What follows belongs to an exercise in optimizing a design on an open flow for small area and few clock cycles; a production flow would make more cautious choices. Function was checked by simulation only, so behaviour that the tests miss may differ from the original. Power and IR drop assume default switching activity.

[run.sh]
#!/bin/bash
# synth_recipe.tcl (not shown) runs the flow's synth.tcl, then flattens the netlist and writes it again
# the make line also repeats each setting of config.mk as NAME=value (left out here)
make -C /OpenROAD-flow-scripts/flow DESIGN_CONFIG=/design/flow/config.mk WORK_HOME=/design/flow/orfs CLKGATE_MAP_FILE= SYNTH_SCRIPT=/design/flow/synth_recipe.tcl finish
[design.v]
module lasc_ctrl (
    input  wire        clk,
    input  wire        rst,           
    input  wire        op_valid,
    input  wire [31:0] op_word,
    output wire        op_ready,
    output reg         rsp_valid,
    output reg  [1:0]  rsp_code,      
    output reg         act_valid,
    output reg  [3:0]  act_kind,
    output reg  [15:0] act_data,
    input  wire [7:0]  st_rdata,
    input  wire        st_wfail,
    output reg         booted,
    output reg  [2:0]  mode,
    output reg         scan_active,
    output reg         scan_done,
    output reg  [1:0]  scan_result,
    output reg         flash_armed,
    output reg  [7:0]  intensity,
    output reg         ind,
    output reg         cfg_err,
    output reg  [13:0] patch,
    output reg  [13:0] work,
    output reg  [3:0]  channel,
    output reg  [2:0]  range,
    output reg         zero_based
);
    localparam W              = 16;
    localparam DEBOUNCE_MS    = 20;
    localparam SLOW_MS        = 500;
    localparam FAST_MS        = 100;
    localparam ACCEL_MS       = 2000;
    localparam FLASH_TOGGLE_MS= 250;
    localparam INT_MIN        = 1;
    localparam INT_MAX        = 15;
    localparam STARTUP_WAIT_MS= 100;
    localparam CONFIG_IDLE_MS = 3000;
    localparam ACTIVITY_MS    = 50;
    localparam OP_TICK   = 8'h01, OP_DLOAD = 8'h02, OP_DWAIT = 8'h03;
    localparam OP_SBEGIN = 8'h10, OP_EVAL  = 8'h11, OP_PEND  = 8'h12;
    localparam OP_FSTART = 8'h20, OP_FSTOP = 8'h21, OP_ACT   = 8'h22;
    localparam OP_BOOT   = 8'h30, OP_EVENT = 8'h31, OP_FSTEP = 8'h32;
    localparam M_STARTUP = 3'd0, M_CFGCH = 3'd1, M_CFGDISP = 3'd2,
               M_NORMAL  = 3'd3, M_MODE2 = 3'd4;
    localparam EV_NONE = 2'd0, EV_UP = 2'd1, EV_DOWN = 2'd2, EV_MODE = 2'd3;
    localparam SW_REL = 2'd0, SW_UNC = 2'd1, SW_CONF = 2'd2;
    localparam A_INIT = 4'd1, A_SETINT = 4'd2, A_SHOWCR = 4'd3, A_SHOWP = 4'd4,
               A_SHOWZB = 4'd5, A_MIDI = 4'd6, A_UNLOCK = 4'd7, A_LOCK = 4'd8,
               A_READ = 4'd9, A_WRITE = 4'd10;
    localparam R_DONE = 2'd0, R_HOLD = 2'd1, R_REFUSED = 2'd2;
    localparam S_IDLE    = 6'd0;
    localparam S_BT_INIT = 6'd1,  S_BT_R0 = 6'd2,  S_BT_R1 = 6'd3,  S_BT_R4 = 6'd4,
               S_BT_R2   = 6'd5,  S_BT_R3 = 6'd6;
    localparam S_CX_INT  = 6'd7,  S_CX_R0 = 6'd8,  S_CX_R1 = 6'd9,  S_CX_R4 = 6'd10,
               S_CX_UNL  = 6'd11, S_CX_W0 = 6'd12, S_CX_W1 = 6'd13, S_CX_W4 = 6'd14,
               S_CX_LOCK = 6'd15;
    localparam S_TX_B0   = 6'd16, S_TX_B1 = 6'd17, S_TX_B2 = 6'd18, S_TX_PC = 6'd19,
               S_TX_PN   = 6'd20;
    localparam S_SL_R2   = 6'd21, S_SL_R3 = 6'd22, S_SL_UNL = 6'd23, S_SL_W2 = 6'd24,
               S_SL_W3   = 6'd25, S_SL_LOCK = 6'd26;
    localparam S_SHOWP   = 6'd27, S_STOPINT = 6'd28, S_SHOWCR = 6'd29, S_SHOWZB = 6'd30,
               S_SHOWW   = 6'd31, S_PENDINT = 6'd32;
    reg [W-1:0]  ms;                  
    reg [15:0]   delay_cnt;
    reg [1:0]    sw_st   [0:2];
    reg [W-1:0]  sw_down [0:2];       
    reg [W-1:0]  sw_first[0:2];       
    reg [1:0]    scan_idx;
    reg [W-1:0]  scan_start;
    reg [15:0]   scan_timeout;
    reg          scan_ar;
    reg          period_acc;
    reg [15:0]   flash_cnt;
    reg [15:0]   act_cnt;
    reg [5:0]    seq;                 
    reg          seq_commit;          
    reg          seq_diff;            
    reg [7:0]    seq_byte;            
    assign op_ready = (seq == S_IDLE);
    function [13:0] max_patch;
        input [2:0] r;
        begin
            case (r)
                3'd0:    max_patch = 14'd127;
                3'd1:    max_patch = 14'd255;
                3'd2:    max_patch = 14'd383;
                3'd3:    max_patch = 14'd511;
                default: max_patch = 14'd999;
            endcase
        end
    endfunction
    function [13:0] inc_p;
        input [13:0] p;
        input [2:0]  r;
        begin
            inc_p = (p >= max_patch(r)) ? 14'd0 : p + 14'd1;
        end
    endfunction
    function [13:0] dec_p;
        input [13:0] p;
        input [2:0]  r;
        begin
            dec_p = (p == 14'd0) ? max_patch(r) : p - 14'd1;
        end
    endfunction
    function [14:0] shown;
        input [13:0] p;
        input        zb;
        begin
            shown = zb ? {1'b0, p} : {1'b0, p} + 15'd1;
        end
    endfunction
    wire [7:0] opc = op_word[31:24];
    reg legal;
    always @(*) begin
        case (opc)
            OP_TICK, OP_DWAIT, OP_PEND, OP_FSTART, OP_FSTOP, OP_ACT, OP_BOOT:
                legal = (op_word[23:0] == 24'd0);
            OP_DLOAD:  legal = (op_word[23:16] == 8'd0);
            OP_SBEGIN: legal = (op_word[23:17] == 7'd0);
            OP_EVAL, OP_FSTEP: legal = (op_word[23:3] == 21'd0);
            OP_EVENT:  legal = (op_word[23:2] == 22'd0);
            default:   legal = 1'b0;
        endcase
    end
    wire [2:0] pins = op_word[2:0];
    wire fs_boot   = !booted;
    wire fs_event  = booted && scan_done;
    wire fs_eval   = booted && !scan_done && scan_active && (scan_idx != 2'd3);
    wire fs_pend   = booted && !scan_done && scan_active && (scan_idx == 2'd3);
    wire fs_sbegin = booted && !scan_done && !scan_active;
    wire is_fstep  = (opc == OP_FSTEP);
    wire do_boot   = (opc == OP_BOOT)   || (is_fstep && fs_boot);
    wire do_event  = (opc == OP_EVENT)  || (is_fstep && fs_event);
    wire do_eval   = (opc == OP_EVAL)   || (is_fstep && fs_eval);
    wire do_pend   = (opc == OP_PEND)   || (is_fstep && fs_pend);
    wire do_sbegin = (opc == OP_SBEGIN) || (is_fstep && fs_sbegin);
    reg [15:0] fs_to;
    reg        fs_ar;
    always @(*) begin
        case (mode)
            M_STARTUP:         begin fs_to = STARTUP_WAIT_MS; fs_ar = 1'b0; end
            M_CFGCH, M_CFGDISP:begin fs_to = CONFIG_IDLE_MS;  fs_ar = 1'b0; end
            M_MODE2:           begin fs_to = 16'd0;           fs_ar = 1'b1; end
            default:           begin fs_to = 16'd0;           fs_ar = 1'b0; end
        endcase
    end
    wire [15:0] sb_to = is_fstep ? fs_to : op_word[15:0];
    wire        sb_ar = is_fstep ? fs_ar : op_word[16];
    wire [1:0]  ev = is_fstep ? scan_result : op_word[1:0];
    reg refuse;
    always @(*) begin
        refuse = !legal;
        if (legal) begin
            case (opc)
                OP_DLOAD:  refuse = (delay_cnt != 16'd0);
                OP_SBEGIN: refuse = scan_active;
                OP_EVAL:   refuse = !(scan_active && scan_idx != 2'd3);
                OP_PEND:   refuse = !(scan_active && scan_idx == 2'd3);
                OP_BOOT:   refuse = booted;
                OP_EVENT:  refuse = !(booted && !scan_active);
                default:   refuse = 1'b0;
            endcase
        end
    end
    wire accept = op_valid && op_ready && !rst;
    wire run    = accept && !refuse;
    wire [1:0]   ei      = scan_idx;                  
    wire         ea      = pins[ei];
    wire [1:0]   est     = sw_st[ei];
    wire [W-1:0] el_down = ms - sw_down[ei];
    wire [W-1:0] el_first= ms - sw_first[ei];
    wire         e_fast  = period_acc || (el_first > ACCEL_MS);
    wire [W-1:0] e_per   = e_fast ? FAST_MS : SLOW_MS;
    wire [W-1:0] el_scan  = ms - scan_start;
    wire         p_tmo    = (scan_timeout != 16'd0) && (el_scan >= scan_timeout);
    always @(*) begin
        act_valid = 1'b1;
        act_kind  = 4'd0;
        act_data  = 16'd0;
        case (seq)
            S_BT_INIT: act_kind = A_INIT;
            S_BT_R0, S_CX_R0: begin act_kind = A_READ; act_data = 16'd0; end
            S_BT_R1, S_CX_R1: begin act_kind = A_READ; act_data = 16'd1; end
            S_BT_R4, S_CX_R4: begin act_kind = A_READ; act_data = 16'd4; end
            S_BT_R2, S_SL_R2: begin act_kind = A_READ; act_data = 16'd2; end
            S_BT_R3, S_SL_R3: begin act_kind = A_READ; act_data = 16'd3; end
            S_CX_INT, S_STOPINT: begin act_kind = A_SETINT; act_data = INT_MAX; end
            S_PENDINT: begin act_kind = A_SETINT; act_data = {8'd0, intensity}; end
            S_CX_UNL, S_SL_UNL: act_kind = A_UNLOCK;
            S_CX_LOCK, S_SL_LOCK: act_kind = A_LOCK;
            S_CX_W0: begin act_kind = A_WRITE; act_data = {8'd0, 4'd0, channel}; end
            S_CX_W1: begin act_kind = A_WRITE; act_data = {8'd1, 5'd0, range}; end
            S_CX_W4: begin act_kind = A_WRITE; act_data = {8'd4, 7'd0, zero_based}; end
            S_SL_W2: begin act_kind = A_WRITE; act_data = {8'd2, 2'd0, patch[13:8]}; end
            S_SL_W3: begin act_kind = A_WRITE; act_data = {8'd3, patch[7:0]}; end
            S_TX_B0: begin act_kind = A_MIDI; act_data = {8'd0, 4'hB, channel}; end
            S_TX_B1: begin act_kind = A_MIDI; act_data = 16'd0; end
            S_TX_B2: begin act_kind = A_MIDI; act_data = {8'd0, 1'b0, patch[13:7]}; end
            S_TX_PC: begin act_kind = A_MIDI; act_data = {8'd0, 4'hC, channel}; end
            S_TX_PN: begin act_kind = A_MIDI; act_data = {8'd0, 1'b0, patch[6:0]}; end
            S_SHOWP: begin act_kind = A_SHOWP; act_data = {1'b0, shown(patch, zero_based)}; end
            S_SHOWW: begin act_kind = A_SHOWP; act_data = {1'b0, shown(work, zero_based)}; end
            S_SHOWCR:begin act_kind = A_SHOWCR; act_data = {5'd0, range, 4'd0, channel}; end
            S_SHOWZB:begin act_kind = A_SHOWZB; act_data = {15'd0, zero_based}; end
            default: act_valid = 1'b0;
        endcase
    end
    integer k;
    always @(posedge clk) begin
        if (accept && legal && opc == OP_TICK)
            ms <= ms + 1'b1;
    end
    always @(posedge clk) begin
        if (run && do_sbegin)
            scan_start <= ms;
        if (run && do_eval && ea && est == SW_REL) begin
            sw_down[ei]  <= ms;
            sw_first[ei] <= ms;
        end
        if (run && do_eval && ea && est == SW_CONF && scan_ar && (el_down > e_per))
            sw_down[ei] <= ms;
        if (run && opc == OP_FSTART)
            flash_cnt <= FLASH_TOGGLE_MS;
        else if (run && do_event && ((mode == M_STARTUP && ev != EV_NONE) ||
                                     (mode == M_NORMAL && ev == EV_MODE)))
            flash_cnt <= FLASH_TOGGLE_MS;
        else if (accept && legal && opc == OP_TICK && flash_armed)
            flash_cnt <= (flash_cnt == 16'd1) ? FLASH_TOGGLE_MS : flash_cnt - 16'd1;
    end
    always @(posedge clk) begin
        if (rst) begin
            delay_cnt    <= 16'd0;
            for (k = 0; k < 3; k = k + 1) sw_st[k] <= SW_REL;
            scan_active  <= 1'b0;
            scan_done    <= 1'b0;
            scan_idx     <= 2'd0;
            scan_result  <= EV_NONE;
            scan_timeout <= 16'd0;
            scan_ar      <= 1'b0;
            period_acc   <= 1'b0;
            flash_armed  <= 1'b0;
            intensity    <= INT_MAX;
            ind          <= 1'b0;
            act_cnt      <= 16'd0;
            booted       <= 1'b0;
            mode         <= M_STARTUP;
            patch        <= 14'd0;
            work         <= 14'd0;
            channel      <= 4'd0;
            range        <= 3'd0;
            zero_based   <= 1'b0;
            cfg_err      <= 1'b0;
            seq          <= S_IDLE;
            seq_commit   <= 1'b0;
            seq_diff     <= 1'b0;
            seq_byte     <= 8'd0;
            rsp_valid    <= 1'b0;
            rsp_code     <= R_DONE;
        end else begin
            rsp_valid <= 1'b0;
            if (accept) begin
                if (refuse) begin
                    rsp_valid <= 1'b1;
                    rsp_code  <= R_REFUSED;
                end else begin
                    rsp_valid <= 1'b1;
                    rsp_code  <= R_DONE;
                    case (opc)
                        OP_TICK: begin
                            if (delay_cnt != 16'd0)
                                delay_cnt <= delay_cnt - 16'd1;
                            if (flash_armed) begin
                                if (flash_cnt == 16'd1) begin
                                    intensity <= (intensity == INT_MAX) ? INT_MIN : INT_MAX;
                                    ind       <= (intensity == INT_MAX);
                                end
                            end else if (act_cnt != 16'd0) begin
                                act_cnt <= act_cnt - 16'd1;
                                if (act_cnt == 16'd1)
                                    ind <= 1'b0;
                            end
                        end
                        OP_DLOAD:
                            delay_cnt <= op_word[15:0];
                        OP_DWAIT:
                            if (delay_cnt != 16'd0)
                                rsp_code <= R_HOLD;
                        OP_FSTART: begin
                            flash_armed <= 1'b1;
                            intensity   <= INT_MAX;
                            act_cnt     <= 16'd0;
                            ind         <= 1'b0;
                        end
                        OP_FSTOP: begin
                            flash_armed <= 1'b0;
                            intensity   <= INT_MAX;
                            ind         <= 1'b0;
                            rsp_valid   <= 1'b0;
                            seq         <= S_STOPINT;
                        end
                        OP_ACT: begin
                            if (!flash_armed) begin
                                ind     <= 1'b1;
                                act_cnt <= ACTIVITY_MS;
                            end
                        end
                        default: ;
                    endcase
                    if (do_boot) begin
                        rsp_valid <= 1'b0;
                        seq       <= S_BT_INIT;
                        work      <= 14'd0;
                        mode      <= M_STARTUP;
                        booted    <= 1'b1;
                    end
                    if (do_sbegin) begin
                        scan_timeout <= sb_to;
                        scan_ar      <= sb_ar;
                        scan_idx     <= 2'd0;
                        period_acc   <= 1'b0;
                        scan_done    <= 1'b0;
                        scan_active  <= 1'b1;
                    end
                    if (do_eval) begin
                        if (!ea) begin                               
                            sw_st[ei]  <= SW_REL;
                            period_acc <= 1'b0;
                            scan_idx   <= scan_idx + 2'd1;
                        end else if (est == SW_REL) begin            
                            sw_st[ei]  <= SW_UNC;
                            scan_idx   <= scan_idx + 2'd1;
                        end else if (est == SW_UNC) begin            
                            if (el_down > DEBOUNCE_MS) begin
                                sw_st[ei]   <= SW_CONF;
                                scan_result <= ei + 2'd1;
                                scan_done   <= 1'b1;
                                scan_active <= 1'b0;
                            end else begin
                                scan_idx <= scan_idx + 2'd1;
                            end
                        end else if (scan_ar) begin                  
                            period_acc <= e_fast;
                            if (el_down > e_per) begin
                                scan_result <= ei + 2'd1;
                                scan_done   <= 1'b1;
                                scan_active <= 1'b0;
                            end else begin
                                scan_idx <= scan_idx + 2'd1;
                            end
                        end else begin                               
                            scan_idx <= scan_idx + 2'd1;
                        end
                    end
                    if (do_pend) begin
                        if (flash_armed) begin
                            rsp_valid <= 1'b0;
                            seq       <= S_PENDINT;
                        end
                        if (p_tmo) begin
                            scan_result <= EV_NONE;
                            scan_done   <= 1'b1;
                            scan_active <= 1'b0;
                        end else begin
                            scan_idx   <= 2'd0;
                            period_acc <= 1'b0;
                        end
                    end
                    if (do_event) begin
                        scan_done <= 1'b0;
                        case ({mode, ev})
                            {M_STARTUP, EV_NONE}: begin
                                mode <= M_NORMAL;
                                rsp_valid <= 1'b0; seq <= S_SHOWP;
                            end
                            {M_STARTUP, EV_UP}, {M_STARTUP, EV_MODE}: begin
                                mode <= M_CFGCH;
                                flash_armed <= 1'b1; intensity <= INT_MAX;
                                act_cnt <= 16'd0; ind <= 1'b0;
                                rsp_valid <= 1'b0; seq <= S_SHOWCR;
                            end
                            {M_STARTUP, EV_DOWN}: begin
                                mode <= M_CFGDISP;
                                flash_armed <= 1'b1; intensity <= INT_MAX;
                                act_cnt <= 16'd0; ind <= 1'b0;
                                rsp_valid <= 1'b0; seq <= S_SHOWZB;
                            end
                            {M_CFGCH, EV_UP}: begin
                                channel <= channel + 4'd1;
                                rsp_valid <= 1'b0; seq <= S_SHOWCR;
                            end
                            {M_CFGCH, EV_DOWN}: begin
                                channel <= channel - 4'd1;
                                rsp_valid <= 1'b0; seq <= S_SHOWCR;
                            end
                            {M_CFGCH, EV_MODE}: begin
                                range <= (range == 3'd4) ? 3'd0 : range + 3'd1;
                                if (patch > max_patch((range == 3'd4) ? 3'd0 : range + 3'd1))
                                    patch <= max_patch((range == 3'd4) ? 3'd0 : range + 3'd1);
                                rsp_valid <= 1'b0; seq <= S_SHOWCR;
                            end
                            {M_CFGDISP, EV_UP}, {M_CFGDISP, EV_DOWN}: begin
                                zero_based <= !zero_based;
                                rsp_valid <= 1'b0; seq <= S_SHOWZB;
                            end
                            {M_CFGCH, EV_NONE}, {M_CFGDISP, EV_NONE}, {M_CFGDISP, EV_MODE}: begin
                                flash_armed <= 1'b0; intensity <= INT_MAX; ind <= 1'b0;
                                mode <= M_NORMAL;
                                rsp_valid <= 1'b0; seq <= S_CX_INT;
                            end
                            {M_NORMAL, EV_UP}, {M_NORMAL, EV_DOWN}: begin
                                patch <= (ev == EV_UP) ? inc_p(patch, range) : dec_p(patch, range);
                                if (!flash_armed) begin
                                    ind <= 1'b1; act_cnt <= ACTIVITY_MS;
                                end
                                seq_commit <= 1'b0;
                                rsp_valid <= 1'b0;
                                seq <= (range != 3'd0) ? S_TX_B0 : S_TX_PC;
                            end
                            {M_NORMAL, EV_MODE}: begin
                                work <= patch;
                                flash_armed <= 1'b1; intensity <= INT_MAX;
                                act_cnt <= 16'd0; ind <= 1'b0;
                                mode <= M_MODE2;
                            end
                            {M_MODE2, EV_UP}, {M_MODE2, EV_DOWN}: begin
                                work <= (ev == EV_UP) ? inc_p(work, range) : dec_p(work, range);
                                rsp_valid <= 1'b0; seq <= S_SHOWW;
                            end
                            {M_MODE2, EV_MODE}: begin
                                patch <= work;
                                if (!flash_armed)
                                    act_cnt <= ACTIVITY_MS;
                                flash_armed <= 1'b0; intensity <= INT_MAX; ind <= 1'b0;
                                mode <= M_NORMAL;
                                seq_commit <= 1'b1;
                                rsp_valid <= 1'b0;
                                seq <= (range != 3'd0) ? S_TX_B0 : S_TX_PC;
                            end
                            default: ;    
                        endcase
                    end
                end
            end
            case (seq)
                S_BT_INIT: seq <= S_BT_R0;
                S_BT_R0: begin channel <= st_rdata[3:0]; seq <= S_BT_R1; end
                S_BT_R1: begin range <= 3'(st_rdata % 8'd5); seq <= S_BT_R4; end
                S_BT_R4: begin zero_based <= (st_rdata != 8'd0); seq <= S_BT_R2; end
                S_BT_R2: begin seq_byte <= st_rdata; seq <= S_BT_R3; end
                S_BT_R3: begin
                    if ({seq_byte, st_rdata} > {2'd0, max_patch(range)}) begin
                        patch <= max_patch(range);
                        work  <= max_patch(range);
                    end else begin
                        patch <= {seq_byte[5:0], st_rdata};
                        work  <= {seq_byte[5:0], st_rdata};
                    end
                    seq <= S_IDLE; rsp_valid <= 1'b1; rsp_code <= R_DONE;
                end
                S_CX_INT: begin seq_diff <= 1'b0; seq <= S_CX_R0; end
                S_CX_R0: begin
                    seq_diff <= (st_rdata != {4'd0, channel});
                    seq <= S_CX_R1;
                end
                S_CX_R1: begin
                    seq_diff <= seq_diff || (st_rdata != {5'd0, range});
                    seq <= S_CX_R4;
                end
                S_CX_R4: begin
                    if (seq_diff || (st_rdata != {7'd0, zero_based}))
                        seq <= S_CX_UNL;
                    else
                        seq <= S_SHOWP;
                end
                S_CX_UNL: seq <= S_CX_W0;
                S_CX_W0: begin if (st_wfail) cfg_err <= 1'b1; seq <= S_CX_W1; end
                S_CX_W1: begin if (st_wfail) cfg_err <= 1'b1; seq <= S_CX_W4; end
                S_CX_W4: begin if (st_wfail) cfg_err <= 1'b1; seq <= S_CX_LOCK; end
                S_CX_LOCK: seq <= S_SHOWP;
                S_TX_B0: seq <= S_TX_B1;
                S_TX_B1: seq <= S_TX_B2;
                S_TX_B2: seq <= S_TX_PC;
                S_TX_PC: seq <= S_TX_PN;
                S_TX_PN: seq <= S_SL_R2;
                S_SL_R2: begin seq_byte <= st_rdata; seq <= S_SL_R3; end
                S_SL_R3: begin
                    if ({seq_byte, st_rdata} != {2'd0, patch})
                        seq <= S_SL_UNL;
                    else
                        seq <= S_SHOWP;
                end
                S_SL_UNL: seq <= S_SL_W2;
                S_SL_W2: begin if (st_wfail) cfg_err <= 1'b1; seq <= S_SL_W3; end
                S_SL_W3: begin if (st_wfail) cfg_err <= 1'b1; seq <= S_SL_LOCK; end
                S_SL_LOCK: seq <= S_SHOWP;
                S_SHOWP: begin
                    if (seq_commit) begin
                        seq_commit <= 1'b0;
                        seq <= S_STOPINT;
                    end else begin
                        seq <= S_IDLE; rsp_valid <= 1'b1; rsp_code <= R_DONE;
                    end
                end
                S_STOPINT, S_SHOWCR, S_SHOWZB, S_SHOWW, S_PENDINT: begin
                    seq <= S_IDLE; rsp_valid <= 1'b1; rsp_code <= R_DONE;
                end
                default: ;
            endcase
        end
    end
endmodule
[constraint.sdc]
create_clock -name core_clock -period 10.0 [get_ports {clk}]
set_input_delay 2.0000 -clock core_clock [delete_from_list [all_inputs] [get_ports {clk}]]
set_output_delay 2.0000 -clock core_clock [all_outputs]
set_load 0.01 [all_outputs]
[config.mk]
export PLATFORM = sky130hd
export DESIGN_NAME = lasc_ctrl
export DESIGN_NICKNAME = lasc_ctrl
export VERILOG_FILES = /design/flow/design.v
export SDC_FILE = /design/flow/constraint.sdc
export NUM_CORES = 4
export LEC_CHECK = 0
export CAP_MARGIN = 20
export CORE_MARGIN = 2
export CORE_UTILIZATION = 40
export PLACE_DENSITY = 0.6
export SLEW_MARGIN = 20
==> flow_metrics.tcl <==
set metrics [dict create \
    fin_crit_sh 0.648 \
    synth_most_common_cell "nor2_1" \
    place_hpwl_mm 47.5 \
    skew_ps 12.7 \
    synth_warnings 1 \
    worstPathRequired_ps 10460 \
    cp_num_buf_inv 2 \
    drc 0 \
    critPathKind "input port to flip-flop" \
    clk_pin_slew_ps 60 \
    ir_worst_vdd_mv 0.118 \
    crit_family "simple AND/OR/NAND/NOR gates" \
    relSlewSlack 0.202 \
    slowest_delay_ps 890 \
    status "no timing/DRC/antenna violations" \
    ys.flop_type "dfxtp_1" \
    dieArea_um2 51800 \
    hold_buffers 0 \
    hold_viol_final 0 \
    clk_path_buf_depth 3 \
    finalSetupViolCount 0 \
    io_pins 124 \
    wl_per_cell_um 20.9 \
    critPathArrivalTime_ps 6940 \
    ys_seq_area_frac 0.348 \
    drtPass1Iterations 5 \
    coreArea_um2 49200 \
    design_area_um2 22900 \
    cpMaxStageDelayCell "clkdlybuf4s50_1" \
    holdWs_ps 467 \
    p_per_area_nw_per_um2 154 \
    cts_tree "built" \
    vias 19100 \
    worstSetupStartpointType "input port" \
    holdCritPathClass "flip-flop to flip-flop" \
    path_cells "clkdlybuf4s50_1, nor4bb_1, nand2_1, o21ai_0, nand3_1, inv_1, ha_1, a21o_1, a21oi_1, xnor2_1, or3_1, a311oi_1" \
    h-tree-depth 2 \
    routed_wl_mm 66.0 \
    setup_ws_ps 3520 \
    synth_top_cell_area_share 0.204 \
    synth-edff-count 136 \
    leakage_nw 8.20 \
    cts_resized 0 \
    globalRouteTotalUtil 0.253 \
    grt_pass1_wl_mm 103 \
    setup-tns-final_ps 0 \
    cts_buffers 34 \
    numPortBuffers 122 \
    grt_overflow 0 \
    pre_cts_slack_ps 3050 \
    avgSynthCellArea_um2 8.29 \
    max_freq_mhz 154 \
    first_iter_violations 1699 \
    drv_cap 0 \
    critPathMaxFanout 25 \
    drv_slew 0 \
    syn_area_um2 20000 \
    finalCriticalPeriod_ps 6480 \
    synth_commonest_cells "235 x nor2_1, 203 x nand2_1, 201 x a21oi_1" \
    nNetsFinal 2623 \
    die_x_um 228 \
    rows 81 \
    post-route-util 0.466 \
    synth_top_cells_by_area "edfxtp_1 20%, dfxtp_1 14%, ha_1 6.8%, a21oi_1 5.0%, nor2_1 4.4%" \
    end_kind "flip-flop" \
    yosysUniqueCellTypes 91 \
    yosys.area.top_type "edfxtp_1" \
    antenna_found_initial 6 \
    grt_pass1_vias 18200 \
    cts_sinks 280 \
    start_util 0.407 \
    areaGrowthSynthToFinish_pct 14.5 \
    chipHeight_um 228 \
    viasPerCell 6.06 \
    ant_nets 0 \
    grt_max_degree 67 \
    insertion_delay_ps 550 \
    cts_setup_buffers 0 \
    placed_cell_area_um2 21800 \
    async_flop_share 0 \
    rsz0062_at_grt "no" \
    clockRootBuffer "clkbuf_16" \
    place_congestion 0.964 \
    fillers 4786 \
    worst_pin_slew_ps 1190 \
    drive_above_1_share 0.0538 \
    syn-instance-count 2414 \
    yosys_register_bits 280 \
]
## worst min-delay path, stage by stage, from the launching register on
cell,delay (ps)
dfxtp_1,320
nand2_1,50
a21oi_1,50
## final cells by class
cell class,instances,area [um^2],share of cell area
Clock inverter,17,210,0.00917
Inverter,107,402,0.0175
Multi-Input combinational cell,1889,12100,0.529
Sequential cell,280,6970,0.304
Timing Repair Buffer,154,1460,0.0636
Antenna cell,1,2.50,0.000109
Clock buffer,45,922,0.0402
Tap cell,664,831,0.0362
## cell usage in the layout (no fill, tap or decap), types with 8 or more instances in the layout
cell type and n:
or2_2 12, inv_1 105, o21ai_0 165, ha_1 109, clkbuf_16 34, nand3_1 81
o21bai_1 12, clkbuf_1 8, and2_1 25, edfxtp_1 136, nor4_1 42, nor3_1 75
a221oi_1 29, dfxtp_1 142, o21a_1 23, or4_1 11, or3_1 22, o211ai_1 27
and3_1 33, o22ai_1 23, xor2_1 27, a31oi_1 29, nand4_1 26, nor2_1 234
xnor2_1 96, nand3b_1 11, clkdlybuf4s50_1 121, a21o_1 20, nor2b_1 25, a22oi_1 24
a21oi_1 201, mux2i_1 54, a211oi_1 45, nand2b_1 37, nand2_1 203, buf_4 33
## power by group
| group | internal (mW) | switching, mW |
|---|---|---|
| clock | 0.736 | 0.523 |
| combinational | 0.375 | 0.611 |
| sequential | 1.22 | 0.0547 |
| total | 2.33 | 1.19 |
## cell families (layout without fill, tap and decap cells)
logic type | count (synthesis) | in the layout | share of synthesized area
AND/OR/NAND/NOR | 874 | 874 | 0.216
adder cells (fa/ha/maj) | 114 | 114 | 0.0726
multiplexers | 60 | 60 | 0.0314
buffers and inverters | 247 | 323 | 0.0474
AO/OA/AOI/OAI | 715 | 715 | 0.230
flip-flops | 280 | 280 | 0.348
other | 1 | 4 | 0.000187
XOR/XNOR | 123 | 123 | 0.0538
## per-layer routing
metal | track usage | wire, um | up-vias
met2 | 0.399 | 29500 | 732
met3 | 0.0576 | 5570 | 174
met1 | 0.332 | 28300 | 9154
met5 | 0 | 64 | -
met4 | 0.109 | 2610 | 10
li1 | - | - | 9057
## stage by stage
| step | cells | power (mW) |
|---|---|---|
| final | 3157 | 3.52 |
| after global routing | 3157 | 3.68 |
| after CTS | 3156 | 3.52 |
| after detailed placement | 3094 | 2.26 |
| after global placement | 3094 | 2.25 |
| after floorplan | 2416 | 1.92 |
## final timing paths
path | from | end | slack (ps) | cells after the start
max | op_word[29] | channel[3] | 3520 | 12
min | delay_cnt[1] | delay_cnt[1] | 470 | 2
max reg2reg | flip-flop | sw_down[0][5] | 3660 | 21
min reg2reg | delay_cnt[1] | delay_cnt[1] | 470 | 2
## flip-flops by register name, indices dropped and copies added (netlist names), 4 cells and up, named ones only
signal	count
patch	14
flash_cnt	16
sw_down	48
ms	16
seq	6
intensity	8
sw_st	8
delay_cnt	16
channel	4
act_cnt	16
scan_start	16
seq_byte	8
work	14
sw_first	48
scan_timeout	16
Testbench counts, summed over its fixed seeds: cycles 317,661.

## static timing again, ports no longer ideal
The results above use ideal ports. As a check the final layout listed here was re-extracted and re-timed, cells and wires unchanged.
Step 1 (the two cells are an assumption about what drives the block):
set clk [get_ports {clk}]
set_driving_cell -lib_cell sky130_fd_sc_hd__clkbuf_16 $clk
set_driving_cell -lib_cell sky130_fd_sc_hd__buf_2 [delete_from_list [all_inputs] $clk]
Step 2 times the ports against the registers' clock, not the clock port: input delays grow and output delays shrink by t, the midpoint of the rising clock arrivals with the driver on.
a / b / c = ideal ports / drivers / drivers and shift; a / b = the first two.
t, ns: 0.605
slack for setup (ns): 3.518 / 3.498 / 2.892
clock arrival spread, ns: 0.014 / 0.015
pins driven straight from the clock port: 1
After both steps setup and hold are still met in this run. The setup slack of this run moves by -0.020 ns with the drivers and by -0.626 ns with both steps.
